This design comes from an exercise in tuning for small area and a short achievable clock period on the open sky130 flow, not from production work.
Only simulation tests tie the RTL to the original design; equivalence was not proved.
The flow treats the clock pin as an ideal source. Dropping or thinning the clock tree relies on that and would not hold on a real chip.
Power is estimated from default activity; no workload was simulated.

// kojisan_scale
module kojisan_scale (
    input  wire        clk,
    input  wire        rst,
    input  wire        in_valid,
    input  wire        in_sel,
    input  wire [15:0] in_raw,
    output reg         out_valid,
    output reg         out_sel,
    output reg  [31:0] out_q
);
For scale: ~590 cells after synthesis, about 100 flip-flops, roughly 54 I/O pins, about 5400 sq um of cells after synthesis.
Settings: LEC_CHECK=0, CAP_MARGIN=20, CORE_MARGIN=2, CORE_UTILIZATION=40, CTS_BUF_LIST=sky130_fd_sc_hd__clkbuf_8, CTS_CLUSTER_DIAMETER=100, CTS_CLUSTER_SIZE=40, SLEW_MARGIN=20; clock period 10.0 ns.
standard.sh (not shown) runs the stock make flow with config.mk's settings and CLKGATE_MAP_FILE= SYNTH_SCRIPT=/design/flow/synth_recipe.tcl, a recipe that flattens the netlist after the stock synthesis.
==> flow/flow/run.sh <==
#!/bin/bash
set -euo pipefail
export BUFFER_PORTS_ARGS="-buffer_cell sky130_fd_sc_hd__buf_1"
export SETUP_SLACK_MARGIN=7.2
bash standard.sh finish > standard_flow.log 2>&1
==> next run, changes <==
==> flow/run.sh (new file) <==
#!/bin/bash
# synth_recipe.tcl (not shown) runs the flow's synth.tcl, then flattens the netlist and writes it again
# the make line also repeats each setting of config.mk as NAME=value (left out here)
make -C /OpenROAD-flow-scripts/flow DESIGN_CONFIG=/design/flow/config.mk WORK_HOME=/design/flow/orfs CLKGATE_MAP_FILE= SYNTH_SCRIPT=/design/flow/synth_recipe.tcl finish
removed: flow/flow/run.sh
removed: flow/standard.sh
Via count is higher by 1.4%.
Utilization is higher by 1.5 points.
Wire length is higher by 3.0%.
Clock power is higher by about 3%.
Power is higher by 3.2%.
Global-route usage is higher by 0.17 points.
Synthesized area stays the same.
==> next run, changes <==
==> flow/flow/run.sh (new file) <==
#!/bin/bash
set -euo pipefail
export BUFFER_PORTS_ARGS="-buffer_cell sky130_fd_sc_hd__buf_1"
bash standard.sh finish > standard_flow.log 2>&1
==> flow/standard.sh (new file) <==
#!/bin/bash
# synth_recipe.tcl (not shown) runs the flow's synth.tcl, then flattens the netlist and writes it again
# the make line also repeats each setting of config.mk as NAME=value (left out here)
make -C /OpenROAD-flow-scripts/flow DESIGN_CONFIG=/design/flow/config.mk WORK_HOME=/design/flow/orfs CLKGATE_MAP_FILE= SYNTH_SCRIPT=/design/flow/synth_recipe.tcl "${@:-finish}"
- ABC_AREA: unset -> 1
- CTS_BUF_LIST: sky130_fd_sc_hd__clkbuf_8 -> unset
- CTS_CLUSTER_DIAMETER: 100 -> unset
- CTS_CLUSTER_SIZE: 40 -> unset
removed: flow/run.sh
Effect: The new run finished clean. Final area climbs by 15%. Synthesized area goes up by 21%. Routed wire length came out higher by 48%. Total power is higher by 9.8%. Setup slack is better by 410 ps.

* * *

The RTL this note starts from:
==> flow/design.v <==
module kojisan_scale (
    input  wire        clk,
    input  wire        rst,
    input  wire        in_valid,
    input  wire        in_sel,
    input  wire [15:0] in_raw,
    output reg         out_valid,
    output reg         out_sel,
    output reg  [31:0] out_q
);
    function automatic [31:0] skadd(input [31:0] a, input [31:0] b, input cin);
        reg [31:0] g, p, x;
        integer l, i;
        begin
            x = a ^ b;
            g = a & b;
            p = x;
            g[0] = g[0] | (p[0] & cin);
            for (l = 0; l < 5; l = l + 1)
                for (i = 0; i < 32; i = i + 1)
                    if (((i >> l) & 1) == 1) begin
                        g[i] = g[i] | (p[i] & g[((i >> l) << l) - 1]);
                        p[i] = p[i] & p[((i >> l) << l) - 1];
                    end
            skadd = x ^ {g[30:0], cin};
        end
    endfunction
    function automatic [63:0] bkadd64(input [63:0] a, input [63:0] b, input cin);
        reg [63:0] g, p, x;
        integer l, i;
        begin
            x = a ^ b;
            g = a & b;
            p = x;
            g[0] = g[0] | (p[0] & cin);
            for (l = 0; l < 6; l = l + 1)
                for (i = 0; i < 64; i = i + 1)
                    if ((i % (2 << l)) == (2 << l) - 1) begin
                        g[i] = g[i] | (p[i] & g[i - (1 << l)]);
                        p[i] = p[i] & p[i - (1 << l)];
                    end
            for (l = 4; l >= 0; l = l - 1)
                for (i = 0; i < 64; i = i + 1)
                    if (i >= (3 << l) - 1 && (i % (2 << l)) == (1 << l) - 1) begin
                        g[i] = g[i] | (p[i] & g[i - (1 << l)]);
                        p[i] = p[i] & p[i - (1 << l)];
                    end
            bkadd64 = x ^ {g[62:0], cin};
        end
    endfunction
    reg [15:0] r1; reg s1, v1;
    reg [18:0] a2; reg s2, v2;
    reg [23:0] n3; reg s3, v3;
    wire [31:0] rr  = {16'd0, r1};
    wire [31:0] a   = skadd(rr << 3, ~rr, 1'b1);
    wire [18:0] am  = s1 ? {1'b0, r1, 2'b00} : a[18:0];
    wire [23:0] n   = {1'b0, a2, 4'b0000} + {2'b00, a2, 3'b000} + {5'b00000, a2};
    wire [63:0] w   = bkadd64({23'd0, 1'b0, n3, 8'h01, n3[23:16]},
                              {23'd0, s3 ? 9'h000 : 9'h1D3, 8'h00, n3}, 1'b0);
    always @(posedge clk) begin
        if (rst) begin v1 <= 1'b0; v2 <= 1'b0; v3 <= 1'b0; out_valid <= 1'b0; end
        else begin v1 <= in_valid; v2 <= v1; v3 <= v2; out_valid <= v3; end
        r1 <= in_raw; s1 <= in_sel;
        a2 <= am;        s2 <= s1;
        n3 <= n;         s3 <= s2;
        out_q <= w[40:9]; out_sel <= s3;
    end
endmodule
==> flow/config.mk <==
export PLATFORM = sky130hd
export DESIGN_NAME = kojisan_scale
export DESIGN_NICKNAME = kojisan_scale
export VERILOG_FILES = /design/flow/design.v
export SDC_FILE = /design/flow/constraint.sdc
export NUM_CORES = 4
export LEC_CHECK = 0
export CAP_MARGIN = 20
export CORE_MARGIN = 2
export CORE_UTILIZATION = 60
export SLEW_MARGIN = 20
==> flow/constraint.sdc <==
create_clock -name core_clock -period 10.0 [get_ports {clk}]
set_input_delay 2.0000 -clock core_clock [delete_from_list [all_inputs] [get_ports {clk}]]
set_output_delay 2.0000 -clock core_clock [all_outputs]
set_load 0.01 [all_outputs]
==> flow/flow/run.sh <==
#!/bin/bash
set -euo pipefail
export BUFFER_PORTS_ARGS="-buffer_cell sky130_fd_sc_hd__buf_1"
export SETUP_SLACK_MARGIN=7.3
export SKIP_CTS_REPAIR_TIMING=1
bash standard.sh cts > standard_to_cts.log 2>&1
openroad -no_init -exit flow/clktree.tcl > clktree.log 2>&1
bash standard.sh finish > standard_finish.log 2>&1
Other scripts of this flow, unchanged in this note and not shown: flow/flow/clktree.tcl
The starting point completed without violations.
Next try:
CORE_UTILIZATION = 40   (was 60)
PLACE_DENSITY = 0.75   (was not set)
Outcome: Synthesized cell count is unchanged. Area after synthesis is unchanged. Die area rises by 48%. Power stays flat. Setup slack loses 0.028 ns. Routed wire length rises by 9.7%. Combinational power falls by about 0.7%. Global-route usage falls by 5.0 points. Fmax falls by 1.0%. Core utilization falls by 22 points.
Next try:
==> flow/flow/run.sh (replaced) <==
#!/bin/bash
set -euo pipefail
export BUFFER_PORTS_ARGS="-buffer_cell sky130_fd_sc_hd__buf_1"
export SETUP_SLACK_MARGIN=7.35
bash standard.sh cts > standard_to_cts.log 2>&1
openroad -no_init -exit flow/clktree.tcl > clktree.log 2>&1
bash standard.sh finish > standard_finish.log 2>&1
CORE_UTILIZATION = 70   (was 40)
PLACE_DENSITY = 0.8   (was 0.75)
The new run passed the timing, design-rule and antenna checks.
Fmax rises by 0.37%.
Routed wire length falls by 0.38%.
Area after synthesis is unchanged.
First-iteration DRC count falls by 22%.
Sequential cell count stays the same.
Register-to-register slack hardly moves.
Cell area rises by 0.66%.
Via count rises by 0.98%.
Next try:
==> flow/flow/run.sh (replaced) <==
#!/bin/bash
set -euo pipefail
export BUFFER_PORTS_ARGS="-buffer_cell sky130_fd_sc_hd__buf_1"
export SETUP_SLACK_MARGIN=7.3
export SKIP_CTS_REPAIR_TIMING=1
bash standard.sh cts > standard_to_cts.log 2>&1
openroad -no_init -exit flow/clktree.tcl > clktree.log 2>&1
bash standard.sh finish > standard_finish.log 2>&1
CORE_UTILIZATION = 40   (was 70)
GPL_TIMING_DRIVEN = 0   (was not set)
PLACE_DENSITY = not set   (was 0.8)
Utilization falls by 35 points.
Cell count rises by a little under a tenth.
Critical path depth falls by 7.
Area after synthesis does not change.
No run of this note takes its clock network from TritonCTS; it comes from the design's own scripts or RTL.

* * *

// kojisan_scale: RTL as listed in full above, without the edits since
export LEC_CHECK = 0
export CAP_MARGIN = 20
export CORE_MARGIN = 2
export CORE_UTILIZATION = 40
export SLEW_MARGIN = 20
create_clock -name core_clock -period 10.0 [get_ports {clk}]
==> flow/flow/run.sh <==
#!/bin/bash
set -euo pipefail
export BUFFER_PORTS_ARGS="-buffer_cell sky130_fd_sc_hd__buf_1"
export SETUP_SLACK_MARGIN=7.35
export SKIP_CTS_REPAIR_TIMING=1
bash standard.sh cts > standard_to_cts.log 2>&1
openroad -no_init -exit flow/clktree_ob2.tcl > clktree.log 2>&1
bash standard.sh finish > standard_finish.log 2>&1
Other scripts of this flow, unchanged in this note and not shown: flow/flow/clktree_ob2.tcl
Edit:
--- a/flow/flow/run.sh
+++ b/flow/flow/run.sh
@@ -3,3 +3,3 @@
 export BUFFER_PORTS_ARGS="-buffer_cell sky130_fd_sc_hd__buf_1"
-export SETUP_SLACK_MARGIN=7.35
+export SETUP_SLACK_MARGIN=7.3
 export SKIP_CTS_REPAIR_TIMING=1
What happened: The new run completed without violations; design area came out lower by 1.0%; die area is unchanged; global-route usage does not change.
No run of this note takes its clock network from TritonCTS; it comes from the design's own scripts or RTL.

* * *

## v53
// kojisan_scale: RTL as listed in full above, without the edits since
Settings: LEC_CHECK=0, CAP_MARGIN=20, CORE_MARGIN=2, CORE_UTILIZATION=40, CTS_BUF_LIST=sky130_fd_sc_hd__clkbuf_8, CTS_CLUSTER_DIAMETER=100, CTS_CLUSTER_SIZE=40, SLEW_MARGIN=20; clock period 10.0 ns.
==> flow/flow/run.sh <==
#!/bin/bash
set -euo pipefail
export BUFFER_PORTS_ARGS="-buffer_cell sky130_fd_sc_hd__buf_1"
export SETUP_SLACK_MARGIN=7.35
bash standard.sh cts > standard_to_cts.log 2>&1
openroad -no_init -exit flow/clktree.tcl > clktree.log 2>&1
bash standard.sh finish > standard_finish.log 2>&1
Other scripts of this flow, unchanged in this note and not shown: flow/flow/clktree.tcl
For v55, these inputs were changed with respect to v53:
Settings: a change of CORE_UTILIZATION from 40 to 50; a deleted CTS_CLUSTER_DIAMETER that had been 100; a deleted CTS_BUF_LIST that had been sky130_fd_sc_hd__clkbuf_8; a deleted CTS_CLUSTER_SIZE that had been 40.
==> flow/flow/run.sh <==
#!/bin/bash
set -euo pipefail
export BUFFER_PORTS_ARGS="-buffer_cell sky130_fd_sc_hd__buf_1"
export SETUP_SLACK_MARGIN=7.3
export SKIP_CTS_REPAIR_TIMING=1
bash standard.sh cts > standard_to_cts.log 2>&1
openroad -no_init -exit flow/clktree.tcl > clktree.log 2>&1
bash standard.sh finish > standard_finish.log 2>&1
[summary]
In the tables for v55 and v53, peak ir drop on the vdd network reads higher with v55.
Utilization v53 -> v55: up
Compare v55 and v53 | combinational share of power lower: v55
On fmax, v55 does worse than v53.
Taking v53 as the reference, in v55 global-route usage saw an increase; final period utilization saw an increase; worst hold-check slack saw a decrease.
Detailed route wirelength on metal2: v55 vs v53 down 210 um
Of v55 and v53, the run reporting the lower count of non-filler cells in the finished layout was v55.
Both conditions hold for v55: the flow ran to the end and the final layout passed the timing, design-rule and antenna checks.
When v55 is measured against v53, its sequential power turns out about 0.8% lower.
v53 has higher die area than v55.
Edits applied to the flow inputs when going from v55 to v44:
Settings: CORE_UTILIZATION now 60, was 50.
==> flow/flow/run.sh <==
#!/bin/bash
set -euo pipefail
export BUFFER_PORTS_ARGS="-buffer_cell sky130_fd_sc_hd__buf_1"
export SETUP_SLACK_MARGIN=7.35
bash standard.sh cts > standard_to_cts.log 2>&1
openroad -no_init -exit flow/clktree.tcl > clktree.log 2>&1
bash standard.sh finish > standard_finish.log 2>&1
- | relative max-transition margin | v44 vs v55 | better |
- On via count, v44 does worse than v55.
- Global-route wire length before repair down 3.2% in v44 wrt v55
- Changes observed in v44 relative to v55: final worst-path cycle share decreased by 0.69 points relative to the old numbers, met1 global-route usage went up 2.5 points, post-layout worst setup margin went up, sequential share of cell area was more or less identical, overall routed net length now sits lower.
- On final cell utilization of the core, the higher figure sits with v44, not v55.
- Across both runs, cell area was higher for v44 than for v55.
- v44 vs v55 on fmax: v44 is the higher one.
In every run of this note, the design's own scripts or RTL, not TritonCTS, make the clock network.

separate check: timing with driven ports:
The results above use ideal ports. As a check the final layouts listed here were re-extracted and re-timed, cells and wires unchanged.
Step 1, drivers: a clkbuf_16 drives clk and a buf_2 each remaining input, both assumed.
Step 2, shift: input delay + t, output delay - t, t = (earliest + latest rising clock arrival at the registers) / 2. This alone moves slack from input paths to output paths.
Three values: no drivers, after step 1, after step 2; two values: the first two.
| run | t, ns | setup WS [ns] | worst hold slack (ns) |
|---|---|---|---|
| the first run of note 1 | 0.409 | 7.181 / 7.150 / 7.303 | 0.334 / 0.334 / 0.334 |
| the second run of note 1 | 0.405 | 6.770 / 6.736 / 6.942 | 0.340 / 0.340 / 0.340 |
| the third run of note 1 | 0.397 | 7.179 / 7.137 / 7.534 | 0.333 / 0.333 / 0.333 |
| the first run of note 2 | 0.231 | 7.374 / 7.295 / 7.421 | 0.342 / 0.342 / 0.342 |
| the second run of note 2 | 0.238 | 7.346 / 7.275 / 7.346 | 0.378 / 0.378 / 0.378 |
| the third run of note 2 | 0.228 | 7.355 / 7.313 / 7.355 | 0.333 / 0.333 / 0.333 |
| the fourth run of note 2 | 0.235 | 7.371 / 7.287 / 7.387 | 0.372 / 0.372 / 0.372 |
| the first run of note 3 | 0.238 | 7.387 / 7.302 / 7.398 | 0.359 / 0.360 / 0.360 |
| the second run of note 3 | 0.238 | 7.388 / 7.303 / 7.403 | 0.360 / 0.360 / 0.360 |
| v53 | 0.239 | 7.396 / 7.310 / 7.430 | 0.362 / 0.362 / 0.362 |
| v55 | 0.233 | 7.286 / 7.284 / 7.286 | 0.336 / 0.336 / 0.336 |
| v44 | 0.232 | 7.355 / 7.320 / 7.355 | 0.340 / 0.340 / 0.340 |
After both steps every run listed still meets setup and hold.
